Context: an optimization exercise on an open-source flow, tuned for small area, a short achievable clock period and few clock cycles per item. The choices shown serve that exercise and are no tape-out recipe.
The RTL was checked by simulation tests, not by an equivalence proof against the original design.
No activity file was given, so power comes from the tool's default toggle rates.

==> flow/design.v (excerpt) <==
module sweep_decoder (
    input  wire        clk,
    input  wire        rst,
    input  wire [16:0] tap0,
    input  wire [16:0] tap1,
    input  wire        in_valid,
    output wire        in_ready,
    input  wire [7:0]  in_data,
    output wire        out_valid,
    input  wire        out_ready,
    output wire [63:0] out_chips,
    output reg  [7:0]  out_nsym,
    output reg         out_ovf,
    output reg         out_excl,
    output reg         out_skip0,
    output wire        out_found,
    output wire        out_poly,
    output wire [3:0]  out_offset,
    output wire [5:0]  out_window,
    output wire [2:0]  out_thr,
    output wire [5:0]  out_dist0,
    output wire [5:0]  out_dist1
);
Settings: LEC_CHECK=0, CAP_MARGIN=20, CORE_MARGIN=2, CORE_UTILIZATION=40, SLEW_MARGIN=20; clock period 10.0 ns.
run.sh (not shown) runs the stock make flow with config.mk's settings and CLKGATE_MAP_FILE= SYNTH_SCRIPT=/design/flow/synth_recipe.tcl, a recipe that flattens the netlist after the stock synthesis.
Testbench counts at the start, summed over its fixed seeds: cycles 13,543, items 96.
==> next run, changes <==
Settings changed: SETUP_SLACK_MARGIN from default to 5.
After rerunning: Core utilization came out higher by 0.12 points. Routed wire length came out lower slightly. Final area hardly moves. Setup slack gains 0.67 ns. Fmax came out higher by about a fifth. Global-route usage came out lower by 0.32 points.

* * *

## job 8842
sweep_decoder, a different RTL version from the one above (not shown whole).
Size: ~2900 cells after synthesis, roughly 440 flip-flops, about 150 I/O pins, roughly 25000 um^2 of cells after synthesis.
make LEC_CHECK=0 CAP_MARGIN=20 CORE_MARGIN=2 CORE_UTILIZATION=40 SETUP_SLACK_MARGIN=5 SLEW_MARGIN=20 finish   # period 10.0 ns
Testbench counts of job 8842, summed over its fixed seeds: cycles 13,543, items 96.
Input-level comparison between job 6178 and job 8842:
- SETUP_SLACK_MARGIN removed (was 5)
==> comparison <==
- Wire length on met1, job 6178 and job 8842: larger value in job 6178
- Compared to job 8842, job 6178 has pin slew with the least headroom to its limit 0.037 ns lower.
- Maximum clock rate in job 6178 vs job 8842: down 3.0%
- Sort job 6178 and job 8842 by slack of the critical path desc -> top: job 8842

* * *

Another version of the RTL of sweep_decoder (not shown whole).
For scale: roughly 2,800 cells after synthesis, about 150 I/O pins, roughly 0.024 sq mm of cells after synthesis.
export LEC_CHECK = 0
export CAP_MARGIN = 20
export CORE_MARGIN = 2
export CORE_UTILIZATION = 60
export SETUP_SLACK_MARGIN = 5
export SLEW_MARGIN = 20
create_clock -name core_clock -period 10.0 [get_ports {clk}]
The first run completed without violations.
Testbench counts at the start, summed over its fixed seeds: cycles 13,543, items 96.
Change:
Settings changed: CORE_UTILIZATION 60 to 40.
Design area rises by 1.2%.
Utilization falls by 23 points.
Worst hold slack gets better by 20 ps.
Via count falls by 1.8%.
Count of clock-buffer cells in the layout rises by 9.
Setup slack gets worse by 3.2 ps.
Sequential share of layout area falls by 0.40 points.
Global-route usage falls by 9.9 points.
Wire length rises by 3.6%.
Cell count rises by 7.5%.
Die area rises by 49%.

* * *

Another version of the RTL of sweep_decoder (not shown whole).
Size: roughly 2,700 cells after synthesis, roughly 450 flip-flops, roughly 150 I/O pins, ~26,000 um^2 of cells after synthesis.
## sweep_decoder
module sweep_decoder (
    input  wire        clk,
    input  wire        rst,
    input  wire [16:0] tap0,
    input  wire [16:0] tap1,
    input  wire        in_valid,
    output wire        in_ready,
    input  wire [7:0]  in_data,
    output wire        out_valid,
    input  wire        out_ready,
    output wire [63:0] out_chips,
    output reg  [7:0]  out_nsym,
    output reg         out_ovf,
    output reg         out_excl,
    output reg         out_skip0,
    output wire        out_found,
    output wire        out_poly,
    output wire [3:0]  out_offset,
    output wire [5:0]  out_window,
    output wire [2:0]  out_thr,
    output wire [5:0]  out_dist0,
    output wire [5:0]  out_dist1
);
    reg [6:0] pcnt;             
    reg       pprev;            
    wire [7:0] pb = {in_data[0], in_data[1], in_data[2], in_data[3],
                     in_data[4], in_data[5], in_data[6], in_data[7]};
    wire [8:0] pin = {pcnt == 7'd127,
                      (pb ^ {pb[6:0], pprev}) & {7'h7f, pcnt != 7'd0}};
    reg [8:0] q0, q1;
    reg       q0v, q1v, rdy;
    wire      push = in_valid && rdy;
    wire      pop;
    always @(posedge clk) begin
        if (rst) begin
            q0v  <= 1'b0;
            q1v  <= 1'b0;
            rdy  <= 1'b1;
            pcnt <= 7'd0;
        end else begin
            if (push) begin
                pcnt  <= pcnt + 7'd1;
                pprev <= in_data[0];
            end
            if (pop) begin
                if (q1v) begin
                    q0 <= q1;
                    q1 <= pin;
                    q1v <= push;
                end else begin
                    q0 <= pin;
                    q0v <= push;
                end
            end else if (push) begin
                if (q0v) begin
                    q1  <= pin;
                    q1v <= 1'b1;
                end else begin
                    q0  <= pin;
                    q0v <= 1'b1;
                end
            end
            rdy <= !(q0v && q1v && !pop) && !(q0v && !q1v && push && !pop) && !(q0v && q1v && push);
        end
    end
  ...
Settings: LEC_CHECK=0, CAP_MARGIN=20, CORE_MARGIN=2, CORE_UTILIZATION=40, SLEW_MARGIN=20; clock period 10.0 ns.
The first run completed without violations.
Testbench counts at the start, summed over its fixed seeds: cycles 13,447, items 96.
Change:
--- a/flow/config.mk
+++ b/flow/config.mk
@@ -7,2 +7,3 @@
 export LEC_CHECK = 0
+export ABC_CLOCK_PERIOD_IN_PS = 4000
 export CAP_MARGIN = 20
After rerunning: The new run passed the timing, DRC and antenna checks; core utilization is unchanged; global-route usage stays the same; die area does not change; power is unchanged; worst setup slack does not change; first-iteration DRC count does not change; clock-buffer cell count is unchanged; wire length does not change.

* * *

Another version of the RTL of sweep_decoder (not shown whole).
For scale: ~450 flip-flops.
export LEC_CHECK = 0
export CAP_MARGIN = 20
export CORE_MARGIN = 2
export CORE_UTILIZATION = 60
export CTS_BUF_LIST = sky130_fd_sc_hd__clkbuf_4 sky130_fd_sc_hd__clkbuf_8
export CTS_CLUSTER_SIZE = 30
export SETUP_SLACK_MARGIN = 5
export SLEW_MARGIN = 20
create_clock -name core_clock -period 10.0 [get_ports {clk}]
The starting point went through all stages and came out clean.
Testbench counts at the start, summed over its fixed seeds: cycles 13,553, items 96.
==> next run, changes <==
Settings changed: CTS_BUF_LIST sky130_fd_sc_hd__clkbuf_4 sky130_fd_sc_hd__clkbuf_8 to not set, CTS_CLUSTER_SIZE 30 to not set.
Worst setup slack is better by 0.048 ns.
Synthesized area does not change.
Sequential power barely changes.
Worst hold slack stays flat.
Final cell count went down by about 1.4%.
Core utilization went down by 0.14 points.
Cell area barely changes.
Combinational power went down by about 0.7%.
Via count went down by about 0.9%.

## re-timing with driven ports
The flow's constraints put no driver on any port. The routed layouts listed below were extracted and timed again, unchanged, in two steps.
Step 1 assumes that a clkbuf_16 drives the clock port and a buf_2 every other input.
Step 2 adds t to the input delays and takes it off the output delays; t is the mean of the earliest and latest rising clock arrival at the registers after step 1. Input paths then give back, and output paths get back, about the clock's delay inside the block.
Three values: ideal ports, drivers, drivers and shift; two values: the first two.
| run | shift t [ns] | setup WS [ns] | hold slack, ns | latest minus earliest clock arrival (ns) | worst slew at a driven data input, ns |
|---|---|---|---|---|---|
| the first run of note 1 | 0.669 | 4.597 / 4.597 / 4.510 | 0.422 / 0.422 / 0.422 | 0.032 / 0.031 | 0.05 |
| the second run of note 1 | 0.679 | 5.270 / 5.270 / 5.078 | 0.422 / 0.422 / 0.422 | 0.034 / 0.034 | 0.05 |
| job 8842 | 0.655 | 5.395 / 5.395 / 5.395 | 0.437 / 0.437 / 0.437 | 0.027 / 0.028 | 0.04 |
| job 6178 | 0.654 | 5.253 / 5.253 / 5.253 | 0.436 / 0.436 / 0.436 | 0.028 / 0.028 | 0.04 |
| the first run of note 3 | 0.639 | 5.699 / 5.699 / 5.178 | 0.428 / 0.428 / 0.428 | 0.027 / 0.027 | 0.05 |
| the second run of note 3 | 0.643 | 5.696 / 5.696 / 5.577 | 0.447 / 0.447 / 0.447 | 0.018 / 0.019 | 0.05 |
| the first run of note 4 | 0.647 | 4.853 / 4.853 / 4.853 | 0.449 / 0.449 / 0.449 | 0.031 / 0.031 | 0.05 |
| the second run of note 4 | 0.647 | 4.853 / 4.853 / 4.853 | 0.449 / 0.449 / 0.449 | 0.031 / 0.031 | 0.05 |
| the first run of note 5 | 0.690 | 5.726 / 5.726 / 5.656 | 0.386 / 0.386 / 0.386 | 0.043 / 0.042 | 0.04 |
| the second run of note 5 | 0.653 | 5.773 / 5.773 / 5.697 | 0.388 / 0.388 / 0.388 | 0.024 / 0.023 | 0.04 |
After both steps every run listed still meets setup and hold. For the first run of note 3, which loses most, drivers alone change the setup slack by 0.000 ns; drivers and shift together by -0.521 ns.
